This is an optimization exercise on Yosys and OpenROAD, whose aim is a short achievable clock period and few clock cycles, not a production implementation. Function not checked in this run: the RTL went through the layout flow alone. No activity file was given, so power comes from the tool's default toggle rates.

==> flow/design.v <==
module wh8_core (
    input  wire       clk,
    input  wire       rst,
    input  wire       disp_valid,
    output wire       disp_ready,
    input  wire [1:0] disp_seg,
    input  wire [7:0] disp_pc,
    input  wire [7:0] disp_acc,
    input  wire [7:0] disp_x,
    input  wire [7:0] disp_y,
    input  wire       disp_z,
    input  wire [7:0] disp_ir,
    input  wire [7:0] disp_quantum,
    output wire       mem_req,
    output wire       mem_we,
    output wire [9:0] mem_addr,
    output wire [7:0] mem_wdata,
    input  wire       mem_ack,
    input  wire [7:0] mem_rdata,
    output wire       ret_valid,
    output wire       done_valid,
    output wire [2:0] done_cause,
    output wire [7:0] r_pc,
    output wire [7:0] r_acc,
    output wire [7:0] r_x,
    output wire [7:0] r_y,
    output wire       r_z,
    output wire [7:0] r_ir,
    output reg        con_valid,
    output reg  [7:0] con_data
);
    localparam [7:0] OP_BRK   = 8'h00;
    localparam [7:0] OP_ADC   = 8'h6D;
    localparam [7:0] OP_STA   = 8'h8D;
    localparam [7:0] OP_LDY_I = 8'hA0;
    localparam [7:0] OP_LDX_I = 8'hA2;
    localparam [7:0] OP_LDA_I = 8'hA9;
    localparam [7:0] OP_LDY_A = 8'hAC;
    localparam [7:0] OP_LDA_A = 8'hAD;
    localparam [7:0] OP_LDX_A = 8'hAE;
    localparam [7:0] OP_BNE   = 8'hD0;
    localparam [7:0] OP_NOP   = 8'hEA;
    localparam [7:0] OP_CPX   = 8'hEC;
    localparam [7:0] OP_INC   = 8'hEE;
    localparam [7:0] OP_SYS   = 8'hFF;
    localparam [2:0] C_QUANTUM = 3'd0;
    localparam [2:0] C_BRK     = 3'd1;
    localparam [2:0] C_ILLEGAL = 3'd3;
    localparam [2:0] C_OPSEG   = 3'd5;
    localparam [2:0] C_SYSARG  = 3'd6;
    localparam [2:0] C_STRSEG  = 3'd7;
    reg st_idle;    
    reg st_f;       
    reg st_a1;      
    reg st_a2;      
    reg st_d;       
    reg st_w;       
    reg st_s1;      
    reg st_s2;      
    reg [7:0] pc, acc, x, y, ir;
    reg       z;
    reg [1:0] seg;
    reg [7:0] qleft;      
    reg       qinf;       
    reg       qlast;      
    reg [7:0] addr;
    reg       req_r, we_r;
    reg [7:0] wdata_r;
    reg       i_two;      
    reg       i_bne, i_ldai, i_ldxi, i_ldyi;
    reg       i_lda, i_ldx, i_ldy, i_adc, i_cpx, i_sta, i_inc;
    reg [7:0] lo;
    reg       s1_two;     
    reg [7:0] ch_t, ch_o;
    reg       ret_r, done_r, rdy_r;
    reg [2:0] cause_r;
    assign mem_req    = req_r;
    assign mem_we     = we_r;
    assign mem_addr   = {seg, addr};
    assign mem_wdata  = wdata_r;
    assign disp_ready = rdy_r;
    assign ret_valid  = ret_r;
    assign done_valid = done_r;
    assign done_cause = cause_r;
    assign r_pc  = pc;
    assign r_acc = acc;
    assign r_x   = x;
    assign r_y   = y;
    assign r_z   = z;
    assign r_ir  = ir;
    wire [7:0] rd  = mem_rdata;
    wire       ack = mem_ack;
    wire d_brk  = (rd == OP_BRK);
    wire d_nop  = (rd == OP_NOP);
    wire d_sys  = (rd == OP_SYS);
    wire d_bne  = (rd == OP_BNE);
    wire d_ldai = (rd == OP_LDA_I);
    wire d_ldxi = (rd == OP_LDX_I);
    wire d_ldyi = (rd == OP_LDY_I);
    wire d_lda  = (rd == OP_LDA_A);
    wire d_ldx  = (rd == OP_LDX_A);
    wire d_ldy  = (rd == OP_LDY_A);
    wire d_adc  = (rd == OP_ADC);
    wire d_cpx  = (rd == OP_CPX);
    wire d_sta  = (rd == OP_STA);
    wire d_inc  = (rd == OP_INC);
    wire d_one  = d_bne | d_ldai | d_ldxi | d_ldyi;
    wire d_two  = d_lda | d_ldx | d_ldy | d_adc | d_cpx | d_sta | d_inc;
    wire d_args = d_one | d_two;
    wire d_ill  = ~(d_args | d_brk | d_nop | d_sys);
    wire x1 = (x == 8'd1);
    wire x2 = (x == 8'd2);
    function [11:0] dec3(input [7:0] v);
        case (v)
            8'd0: dec3 = 12'h000;
            8'd1: dec3 = 12'h001;
            8'd2: dec3 = 12'h002;
            8'd3: dec3 = 12'h003;
            8'd4: dec3 = 12'h004;
            8'd5: dec3 = 12'h005;
            8'd6: dec3 = 12'h006;
            8'd7: dec3 = 12'h007;
            8'd8: dec3 = 12'h008;
            8'd9: dec3 = 12'h009;
            8'd10: dec3 = 12'h010;
            8'd11: dec3 = 12'h011;
            8'd12: dec3 = 12'h012;
            8'd13: dec3 = 12'h013;
            8'd14: dec3 = 12'h014;
            8'd15: dec3 = 12'h015;
            8'd16: dec3 = 12'h016;
            8'd17: dec3 = 12'h017;
            8'd18: dec3 = 12'h018;
            8'd19: dec3 = 12'h019;
            8'd20: dec3 = 12'h020;
            8'd21: dec3 = 12'h021;
            8'd22: dec3 = 12'h022;
            8'd23: dec3 = 12'h023;
            8'd24: dec3 = 12'h024;
            8'd25: dec3 = 12'h025;
            8'd26: dec3 = 12'h026;
            8'd27: dec3 = 12'h027;
            8'd28: dec3 = 12'h028;
            8'd29: dec3 = 12'h029;
            8'd30: dec3 = 12'h030;
            8'd31: dec3 = 12'h031;
            8'd32: dec3 = 12'h032;
            8'd33: dec3 = 12'h033;
            8'd34: dec3 = 12'h034;
            8'd35: dec3 = 12'h035;
            8'd36: dec3 = 12'h036;
            8'd37: dec3 = 12'h037;
            8'd38: dec3 = 12'h038;
            8'd39: dec3 = 12'h039;
            8'd40: dec3 = 12'h040;
            8'd41: dec3 = 12'h041;
            8'd42: dec3 = 12'h042;
            8'd43: dec3 = 12'h043;
            8'd44: dec3 = 12'h044;
            8'd45: dec3 = 12'h045;
            8'd46: dec3 = 12'h046;
            8'd47: dec3 = 12'h047;
            8'd48: dec3 = 12'h048;
            8'd49: dec3 = 12'h049;
            8'd50: dec3 = 12'h050;
            8'd51: dec3 = 12'h051;
            8'd52: dec3 = 12'h052;
            8'd53: dec3 = 12'h053;
            8'd54: dec3 = 12'h054;
            8'd55: dec3 = 12'h055;
            8'd56: dec3 = 12'h056;
            8'd57: dec3 = 12'h057;
            8'd58: dec3 = 12'h058;
            8'd59: dec3 = 12'h059;
            8'd60: dec3 = 12'h060;
            8'd61: dec3 = 12'h061;
            8'd62: dec3 = 12'h062;
            8'd63: dec3 = 12'h063;
            8'd64: dec3 = 12'h064;
            8'd65: dec3 = 12'h065;
            8'd66: dec3 = 12'h066;
            8'd67: dec3 = 12'h067;
            8'd68: dec3 = 12'h068;
            8'd69: dec3 = 12'h069;
            8'd70: dec3 = 12'h070;
            8'd71: dec3 = 12'h071;
            8'd72: dec3 = 12'h072;
            8'd73: dec3 = 12'h073;
            8'd74: dec3 = 12'h074;
            8'd75: dec3 = 12'h075;
            8'd76: dec3 = 12'h076;
            8'd77: dec3 = 12'h077;
            8'd78: dec3 = 12'h078;
            8'd79: dec3 = 12'h079;
            8'd80: dec3 = 12'h080;
            8'd81: dec3 = 12'h081;
            8'd82: dec3 = 12'h082;
            8'd83: dec3 = 12'h083;
            8'd84: dec3 = 12'h084;
            8'd85: dec3 = 12'h085;
            8'd86: dec3 = 12'h086;
            8'd87: dec3 = 12'h087;
            8'd88: dec3 = 12'h088;
            8'd89: dec3 = 12'h089;
            8'd90: dec3 = 12'h090;
            8'd91: dec3 = 12'h091;
            8'd92: dec3 = 12'h092;
            8'd93: dec3 = 12'h093;
            8'd94: dec3 = 12'h094;
            8'd95: dec3 = 12'h095;
            8'd96: dec3 = 12'h096;
            8'd97: dec3 = 12'h097;
            8'd98: dec3 = 12'h098;
            8'd99: dec3 = 12'h099;
            8'd100: dec3 = 12'h100;
            8'd101: dec3 = 12'h101;
            8'd102: dec3 = 12'h102;
            8'd103: dec3 = 12'h103;
            8'd104: dec3 = 12'h104;
            8'd105: dec3 = 12'h105;
            8'd106: dec3 = 12'h106;
            8'd107: dec3 = 12'h107;
            8'd108: dec3 = 12'h108;
            8'd109: dec3 = 12'h109;
            8'd110: dec3 = 12'h110;
            8'd111: dec3 = 12'h111;
            8'd112: dec3 = 12'h112;
            8'd113: dec3 = 12'h113;
            8'd114: dec3 = 12'h114;
            8'd115: dec3 = 12'h115;
            8'd116: dec3 = 12'h116;
            8'd117: dec3 = 12'h117;
            8'd118: dec3 = 12'h118;
            8'd119: dec3 = 12'h119;
            8'd120: dec3 = 12'h120;
            8'd121: dec3 = 12'h121;
            8'd122: dec3 = 12'h122;
            8'd123: dec3 = 12'h123;
            8'd124: dec3 = 12'h124;
            8'd125: dec3 = 12'h125;
            8'd126: dec3 = 12'h126;
            8'd127: dec3 = 12'h127;
            8'd128: dec3 = 12'h128;
            8'd129: dec3 = 12'h129;
            8'd130: dec3 = 12'h130;
            8'd131: dec3 = 12'h131;
            8'd132: dec3 = 12'h132;
            8'd133: dec3 = 12'h133;
            8'd134: dec3 = 12'h134;
            8'd135: dec3 = 12'h135;
            8'd136: dec3 = 12'h136;
            8'd137: dec3 = 12'h137;
            8'd138: dec3 = 12'h138;
            8'd139: dec3 = 12'h139;
            8'd140: dec3 = 12'h140;
            8'd141: dec3 = 12'h141;
            8'd142: dec3 = 12'h142;
            8'd143: dec3 = 12'h143;
            8'd144: dec3 = 12'h144;
            8'd145: dec3 = 12'h145;
            8'd146: dec3 = 12'h146;
            8'd147: dec3 = 12'h147;
            8'd148: dec3 = 12'h148;
            8'd149: dec3 = 12'h149;
            8'd150: dec3 = 12'h150;
            8'd151: dec3 = 12'h151;
            8'd152: dec3 = 12'h152;
            8'd153: dec3 = 12'h153;
            8'd154: dec3 = 12'h154;
            8'd155: dec3 = 12'h155;
            8'd156: dec3 = 12'h156;
            8'd157: dec3 = 12'h157;
            8'd158: dec3 = 12'h158;
            8'd159: dec3 = 12'h159;
            8'd160: dec3 = 12'h160;
            8'd161: dec3 = 12'h161;
            8'd162: dec3 = 12'h162;
            8'd163: dec3 = 12'h163;
            8'd164: dec3 = 12'h164;
            8'd165: dec3 = 12'h165;
            8'd166: dec3 = 12'h166;
            8'd167: dec3 = 12'h167;
            8'd168: dec3 = 12'h168;
            8'd169: dec3 = 12'h169;
            8'd170: dec3 = 12'h170;
            8'd171: dec3 = 12'h171;
            8'd172: dec3 = 12'h172;
            8'd173: dec3 = 12'h173;
            8'd174: dec3 = 12'h174;
            8'd175: dec3 = 12'h175;
            8'd176: dec3 = 12'h176;
            8'd177: dec3 = 12'h177;
            8'd178: dec3 = 12'h178;
            8'd179: dec3 = 12'h179;
            8'd180: dec3 = 12'h180;
            8'd181: dec3 = 12'h181;
            8'd182: dec3 = 12'h182;
            8'd183: dec3 = 12'h183;
            8'd184: dec3 = 12'h184;
            8'd185: dec3 = 12'h185;
            8'd186: dec3 = 12'h186;
            8'd187: dec3 = 12'h187;
            8'd188: dec3 = 12'h188;
            8'd189: dec3 = 12'h189;
            8'd190: dec3 = 12'h190;
            8'd191: dec3 = 12'h191;
            8'd192: dec3 = 12'h192;
            8'd193: dec3 = 12'h193;
            8'd194: dec3 = 12'h194;
            8'd195: dec3 = 12'h195;
            8'd196: dec3 = 12'h196;
            8'd197: dec3 = 12'h197;
            8'd198: dec3 = 12'h198;
            8'd199: dec3 = 12'h199;
            8'd200: dec3 = 12'h200;
            8'd201: dec3 = 12'h201;
            8'd202: dec3 = 12'h202;
            8'd203: dec3 = 12'h203;
            8'd204: dec3 = 12'h204;
            8'd205: dec3 = 12'h205;
            8'd206: dec3 = 12'h206;
            8'd207: dec3 = 12'h207;
            8'd208: dec3 = 12'h208;
            8'd209: dec3 = 12'h209;
            8'd210: dec3 = 12'h210;
            8'd211: dec3 = 12'h211;
            8'd212: dec3 = 12'h212;
            8'd213: dec3 = 12'h213;
            8'd214: dec3 = 12'h214;
            8'd215: dec3 = 12'h215;
            8'd216: dec3 = 12'h216;
            8'd217: dec3 = 12'h217;
            8'd218: dec3 = 12'h218;
            8'd219: dec3 = 12'h219;
            8'd220: dec3 = 12'h220;
            8'd221: dec3 = 12'h221;
            8'd222: dec3 = 12'h222;
            8'd223: dec3 = 12'h223;
            8'd224: dec3 = 12'h224;
            8'd225: dec3 = 12'h225;
            8'd226: dec3 = 12'h226;
            8'd227: dec3 = 12'h227;
            8'd228: dec3 = 12'h228;
            8'd229: dec3 = 12'h229;
            8'd230: dec3 = 12'h230;
            8'd231: dec3 = 12'h231;
            8'd232: dec3 = 12'h232;
            8'd233: dec3 = 12'h233;
            8'd234: dec3 = 12'h234;
            8'd235: dec3 = 12'h235;
            8'd236: dec3 = 12'h236;
            8'd237: dec3 = 12'h237;
            8'd238: dec3 = 12'h238;
            8'd239: dec3 = 12'h239;
            8'd240: dec3 = 12'h240;
            8'd241: dec3 = 12'h241;
            8'd242: dec3 = 12'h242;
            8'd243: dec3 = 12'h243;
            8'd244: dec3 = 12'h244;
            8'd245: dec3 = 12'h245;
            8'd246: dec3 = 12'h246;
            8'd247: dec3 = 12'h247;
            8'd248: dec3 = 12'h248;
            8'd249: dec3 = 12'h249;
            8'd250: dec3 = 12'h250;
            8'd251: dec3 = 12'h251;
            8'd252: dec3 = 12'h252;
            8'd253: dec3 = 12'h253;
            8'd254: dec3 = 12'h254;
            8'd255: dec3 = 12'h255;
            default: dec3 = 12'h000;
        endcase
    endfunction
    wire [11:0] y_dec   = dec3(y);
    wire [3:0]  y_h     = y_dec[11:8];
    wire [3:0]  y_t     = y_dec[7:4];
    wire [3:0]  y_o     = y_dec[3:0];
    wire        y_ge100 = (y >= 8'd100);
    wire        y_ge10  = (y >= 8'd10);
    wire [7:0]  y_first = {4'b0011, y_ge100 ? y_h : y_ge10 ? y_t : y_o};
    wire [7:0] addr1 = addr + 8'd1;
    wire f_go     = st_f & ack;
    wire ret_f    = f_go & (d_nop | (d_sys & x1 & ~y_ge10));
    wire ret_a1   = st_a1 & ack & ~i_two;
    wire ret_d    = st_d & ack & ~i_inc;
    wire ret_w    = st_w & ack;
    wire ret_s1   = st_s1 & ~s1_two;
    wire s2_zero  = (rd == 8'd0);
    wire ret_s2   = st_s2 & ack & s2_zero;
    wire retire   = ret_f | ret_a1 | ret_d | ret_w | ret_s1 | ret_s2;
    wire flt_f    = f_go & (d_brk | d_ill | (d_sys & ~x1 & ~x2));
    wire flt_a2   = st_a2 & ack & ~s2_zero;
    wire flt_s2   = st_s2 & ack & ~s2_zero & (addr == 8'hFF);
    wire fault    = flt_f | flt_a2 | flt_s2;
    wire [2:0] fcause = st_a2 ? C_OPSEG : st_s2 ? C_STRSEG :
                        d_brk ? C_BRK : d_sys ? C_SYSARG : C_ILLEGAL;
    wire stop_q   = retire & qlast;
    wire stop     = stop_q | fault;
    wire start    = st_idle & disp_valid;
    always @(posedge clk) begin
        if (rst) begin
            st_idle <= 1'b1;
            st_f    <= 1'b0;
            st_a1   <= 1'b0;
            st_a2   <= 1'b0;
            st_d    <= 1'b0;
            st_w    <= 1'b0;
            st_s1   <= 1'b0;
            st_s2   <= 1'b0;
            req_r   <= 1'b0;
            we_r    <= 1'b0;
            ret_r   <= 1'b0;
            done_r  <= 1'b0;
            rdy_r   <= 1'b1;
            con_valid <= 1'b0;
        end else begin
            ret_r     <= retire;
            done_r    <= stop;
            con_valid <= (f_go & d_sys & x1) | st_s1 | (st_s2 & ack & ~s2_zero & (addr != 8'hFF));
            if (start) begin
                st_idle <= 1'b0;
                st_f    <= 1'b1;
                rdy_r   <= 1'b0;
                req_r   <= 1'b1;
            end else if (stop) begin
                st_idle <= 1'b1;
                st_f <= 1'b0; st_a1 <= 1'b0; st_a2 <= 1'b0; st_d <= 1'b0;
                st_w <= 1'b0; st_s1 <= 1'b0; st_s2 <= 1'b0;
                rdy_r   <= 1'b1;
                req_r   <= 1'b0;
                we_r    <= 1'b0;
            end else begin
                if (f_go) begin
                    st_f  <= d_nop | (d_sys & x1 & ~y_ge10);
                    st_a1 <= d_args;
                    st_s1 <= d_sys & x1 & y_ge10;
                    st_s2 <= d_sys & x2;
                end
                if (st_a1 & ack) begin
                    st_a1 <= 1'b0;
                    st_a2 <= i_two;
                    st_f  <= ~i_two;
                end
                if (st_a2 & ack) begin
                    st_a2 <= 1'b0;
                    st_d  <= 1'b1;
                    we_r  <= i_sta;
                end
                if (st_d & ack) begin
                    st_d  <= 1'b0;
                    st_w  <= i_inc;
                    st_f  <= ~i_inc;
                    we_r  <= i_inc;
                end
                if (st_w & ack) begin
                    st_w  <= 1'b0;
                    st_f  <= 1'b1;
                    we_r  <= 1'b0;
                end
                if (st_s1 & ~s1_two) begin
                    st_s1 <= 1'b0;
                    st_f  <= 1'b1;
                end
                if (st_s2 & ack & s2_zero) begin
                    st_s2 <= 1'b0;
                    st_f  <= 1'b1;
                end
            end
        end
    end
    always @(posedge clk) begin
        cause_r <= fault ? fcause : C_QUANTUM;
        if (start) begin
            seg   <= disp_seg;
            addr  <= disp_pc;
            pc    <= disp_pc;
            acc   <= disp_acc;
            x     <= disp_x;
            y     <= disp_y;
            z     <= disp_z;
            ir    <= disp_ir;
            qleft <= disp_quantum;
            qinf  <= (disp_quantum == 8'd0);
            qlast <= (disp_quantum == 8'd1);
        end else if (fault) begin
            pc  <= 8'd0;
            acc <= 8'd0;
            x   <= 8'd0;
            y   <= 8'd0;
            z   <= 1'b0;
            ir  <= 8'd0;
        end else begin
            if (retire) begin
                qleft <= qleft - 8'd1;
                qlast <= ~qinf & (qleft == 8'd2);
            end
            if (f_go) begin
                ir     <= rd;
                i_two  <= d_two;
                i_bne  <= d_bne;
                i_ldai <= d_ldai;
                i_ldxi <= d_ldxi;
                i_ldyi <= d_ldyi;
                i_lda  <= d_lda;
                i_ldx  <= d_ldx;
                i_ldy  <= d_ldy;
                i_adc  <= d_adc;
                i_cpx  <= d_cpx;
                i_sta  <= d_sta;
                i_inc  <= d_inc;
                if (d_sys & x2) begin
                    addr <= y;
                    pc   <= addr1;
                end else begin
                    addr <= addr1;
                    pc   <= addr1;
                end
                s1_two  <= y_ge100;
                ch_t    <= {4'b0011, y_t};
                ch_o    <= {4'b0011, y_o};
                con_data <= y_first;
            end
            if (st_a1 & ack) begin
                lo <= rd;
                if (i_bne & ~z) begin
                    addr <= addr1 + rd;
                    pc   <= addr1 + rd;
                end else begin
                    addr <= addr1;
                    pc   <= addr1;
                end
                if (i_ldai) acc <= rd;
                if (i_ldxi) x   <= rd;
                if (i_ldyi) y   <= rd;
            end
            if (st_a2 & ack) begin
                addr    <= lo;
                pc      <= addr1;
                wdata_r <= acc;
            end
            if (st_d & ack) begin
                if (i_lda) acc <= rd;
                if (i_adc) acc <= acc + rd;
                if (i_ldx) x   <= rd;
                if (i_ldy) y   <= rd;
                if (i_cpx) z   <= (rd == x);
                wdata_r <= rd + 8'd1;
                if (~i_inc) addr <= pc;
            end
            if (st_w & ack) addr <= pc;
            if (st_s1) begin
                s1_two   <= 1'b0;
                con_data <= s1_two ? ch_t : ch_o;
            end
            if (st_s2 & ack) begin
                con_data <= rd;
                addr     <= s2_zero ? pc : addr1;
            end
        end
    end
endmodule
==> flow/run.sh <==
#!/bin/bash
# synth_recipe.tcl (not shown) runs the flow's synth.tcl, then flattens the netlist and writes it again
# the make line also repeats each setting of config.mk as NAME=value (left out here)
make -C /OpenROAD-flow-scripts/flow DESIGN_CONFIG=/design/flow/config.mk WORK_HOME=/design/flow/orfs CLKGATE_MAP_FILE= SYNTH_SCRIPT=/design/flow/synth_recipe.tcl finish
==> flow/config.mk <==
export PLATFORM = sky130hd
export DESIGN_NAME = wh8_core
export DESIGN_NICKNAME = wh8_core
export VERILOG_FILES = /design/flow/design.v
export SDC_FILE = /design/flow/constraint.sdc
export NUM_CORES = 4
export LEC_CHECK = 0
export CAP_MARGIN = 20
export CORE_MARGIN = 2
export CORE_UTILIZATION = 40
export SLEW_MARGIN = 20
==> flow/constraint.sdc <==
create_clock -name core_clock -period 5.0 [get_ports {clk}]
set_input_delay 1.0000 -clock core_clock [delete_from_list [all_inputs] [get_ports {clk}]]
set_output_delay 1.0000 -clock core_clock [all_outputs]
set_load 0.01 [all_outputs]
==> results.cfg <==
[status]
status = no timing/DRC/antenna violations

[finish]
area_growth_pct = 27.9
antenna_cells = 0
layout-drive-gt1-share = 0.101
stdcell_count = 1431
final-seq-area_mm2 = 0.00344
multi_input_area_mm2 = 0.00484
largest_register_ffs = 9
nNetsFinal = 1229
final.fill_count = 2023

[setup_path]
setup.worst_path.class = input pin to flip-flop
required_ns = 5.03
arrival_ns = 4.41
cp_max_fo = 15
cp-start-kind = input pin
end_kind = flip-flop
r2r_setup_slack_ns = 1.39

[logic_synthesis]
synth_top_family_by_area = compound AO/OA/AOI/OAI gates
ys_ff_latch = 131
synth_cell_types = 89
synth-edff-count = 82
ys_seq_area_frac = 0.393
ys.warnings.count = 1
synthMuxAreaShare = 0.0470
synthCells = 1003
synth_ff_type = edfxtp_1
synthSimpleGateAreaFrac = 0.189
syn_area_per_cell_um2 = 8.74
synthXorXnorAreaFrac = 0.0400
synth_nets = 1094
synthesis.area_mm2 = 0.00876
yosys.area_share.adder = 0.0417
async_reset_ff_frac = 0
synth-compound-area-share = 0.233

[global_route]
grt_pass1_wl_mm = 46.3
overflow = 0
grt_most_used_layer = met2
antenna_found_initial = 0
use_met2 = 0.411
grt_max_degree = 63
grt_pass1_vias = 8046
use_met3 = 0.0491
grt.total_usage = 0.255
grt.met1_usage = 0.341

[power]
p_clk_frac = 0.363
seqPwrFrac = 0.352
p_sw_frac = 0.316
power_switching_mw = 1.26
finalPower_mw = 3.99
power_leakage_nw = 4.23
power.density_mw_per_mm2 = 356
pwr-share-comb = 0.284
irDropWorstVdd_mv = 0.180
p_int_mw = 2.73

[floorplanning]
start_util = 0.404
core_area_mm2 = 0.0217
core.rowCount = 54
die_h_um = 152
dieArea_mm2 = 0.0231
ios = 139
die_w_um = 152

[sta]
fin_crit_ns = 4.38
finalCritPeriodShare = 0.876
drv_slew = 0
tightest_slew_ns = 1.01
tns_ns = 0
setup_viol = 0
hold_viol = 0
max-slew-margin-rel = 0.327
fin_worst_skew_ns = 0.0111
whs_ns = 0.429
rsz0062_at_grt = false
max_freq_mhz = 228

[routing]
viasPerCell = 5.83
ant_nets = 0
wl_per_cell_um = 20.7
drcViolationCount = 0
via_count = 8340
initialDrtViolationCount = 843
dr.pass1.iters = 5
routed_wl_mm = 29.6

[cts]
clk_pin_slew_ns = 0.06
cts.sinks = 131
cts_setup_buffers = 0
numCtsBuffers = 17
post_cts_resized = 0
cts_tree = yes
cts_buffer_depth = 2
clk-insertion-delay-late_ns = 0.44
cts.hold.buffers_added = 0
cts_root_buf = clkbuf_16
htree_levels = 4

[place]
io_buffer_count = 138
place_congestion = 0.925
dpl.hpwl_mm = 22.2
dpl.cell_count = 1399

[run]
maxCapViolCount = 0

[hold_path]
hp-class = flip-flop to flip-flop
[cell families (layout without fill, tap and decap cells)]
family / count (synthesis) / count (layout)
and+or+nand+nor: 347 / 347
AOI/OAI and AO/OA: 309 / 309
DFF: 131 / 131
buffers and inverters: 108 / 256
xor gates and xnor gates: 40 / 40
muxes: 40 / 40
adders and majority gates: 28 / 28
[power groups by stage]
stage | registers (mW) | logic (mW) | clock network (mW)
floorplan | 1.41 | 0.696 | 0
global placement | 1.43 | 1.13 | 0
detailed placement | 1.43 | 1.13 | 0
CTS | 1.40 | 1.13 | 1.46
global route | 1.42 | 1.25 | 1.50
finish | 1.41 | 1.13 | 1.45
[worst paths after layout]
path	startpoint	end	depth (start not counted)
max	mem_rdata[1]	pc[5]$_DFFE_PP_	11
min	dec3$func$/design/flow/design.v:374$5470.$result[7]$_DFF_P_	ch_t[3]$_DFFE_PP_	0
max reg2reg	addr[0]$_DFFE_PP_	pc[5]$_DFFE_PP_	8
min reg2reg	dec3$func$/design/flow/design.v:374$5470.$result[7]$_DFF_P_	ch_t[3]$_DFFE_PP_	0
[Yosys cell counts, drive strengths merged (3+ instances only)]
master,count,area [µm²]
a31oi,13,81.3
a211oi,18,145
o41a,3,33.8
xor2,17,149
nor3,24,131
a22o,8,70.1
or3,6,37.5
o22ai,8,50.1
ha,26,325
or3b,3,26.3
o211ai,9,67.6
xnor2,23,201
nand2,121,454
clkbuf,52,195
nor4,8,50.1
and3,10,67.6
mux2,6,67.6
nand3,27,135
nor3b,6,50.1
o41ai,3,26.3
a21oi,63,330
a2111oi,8,70.1
inv,30,115
a21o,8,60.1
mux2i,34,344
nor2b,8,50.1
nor2,95,357
o21a,5,37.5
o221ai,13,114
o31a,4,35.0
a32oi,3,26.3
o21ai,90,450
nand3b,5,41.3
buf,25,173
dfxtp,49,981
o21bai,5,37.5
and2,9,58.8
edfxtp,82,2460
a221oi,3,26.3
o31ai,20,155
nand2b,7,51.3
nand4,8,50.1
[placed cells by master, fill, tap and decap left out, types with 9 or more instances in the layout]
master           netlist  routed
inv_1                 26      25
dfxtp_1               49      49
clkbuf_16              0      17
nand3_1               27      27
edfxtp_1              82      82
nor3_1                23      22
xor2_1                17      17
o211ai_1               9       9
a31oi_1               13      13
a21oi_1               61      61
a211oi_1              16      16
nand2_1              121     121
o221ai_1              13      13
ha_1                  26      26
clkdlybuf4s50_1        0     138
buf_4                  6      55
o21ai_0               84      84
mux2i_1               33      33
nor2_1                95      95
o31ai_1               19      19
xnor2_1               23      23
and3_1                 9       9
[area by class of cell]
cell class	count	area share
inverter	31	0.0107
tap	280	0.0313
clock inverter	13	0.0208
timing repair buffer	193	0.160
multi-input combinational	764	0.431
sequential	131	0.307
clock buffer	19	0.0386
[stage by stage]
step / utilization / setup slack, ns / area, µm²
floorplan: - / 0.358 / 8760
global route: 0.517 / 0.421 / 11200
detailed placement: 0.486 / 0.173 / 10500
finish: 0.517 / 0.618 / 11200
CTS: 0.517 / 0.622 / 11200
global placement: 0.486 / 0.263 / 10500
[routing by layer]
layer | wire length, µm | vias up
met3 | 1860 | 61
met2 | 13900 | 304
met1 | 13000 | 3990
met4 | 860 | 0
met5 | 0 | -
li1 | - | 3985
[critical path: stages]
cell and delay [ns]:
clkdlybuf4s50_1 0.46, inv_1 0.21, ha_1 0.27, nor4b_4 0.30, and3_4 0.24, a41o_2 0.13, or3b_1 0.19, nand2b_4 0.06
buf_4 0.20, nor2_1 0.78, nand3_1 0.57

[static timing again, ports no longer ideal]
The flow's constraints put no driver on any port. The routed layout listed below was extracted and timed again, unchanged, in two steps. Step 1 sets driving cells, clkbuf_16 on the clock port and buf_2 on the other inputs (assumed; they add their load-dependent delay and slew). Step 2 adds t to the input delays and takes it off the output delays; t is the mean of the earliest and latest rising clock arrival at the registers after step 1. Input paths then give back, and output paths get back, about the clock's delay inside the block. Three values: ideal, step 1, step 2; two values: the first two.
t (ns): 0.479
setup WS [ns]: 0.618 / 0.625 / 0.145
latest minus earliest clock arrival (ns): 0.011 / 0.011
worst register clock-pin slew, ns: 0.07 / 0.07
After both steps setup and hold are still met in this run. For this run, drivers alone change the setup slack by +0.007 ns; drivers and shift together by -0.473 ns.
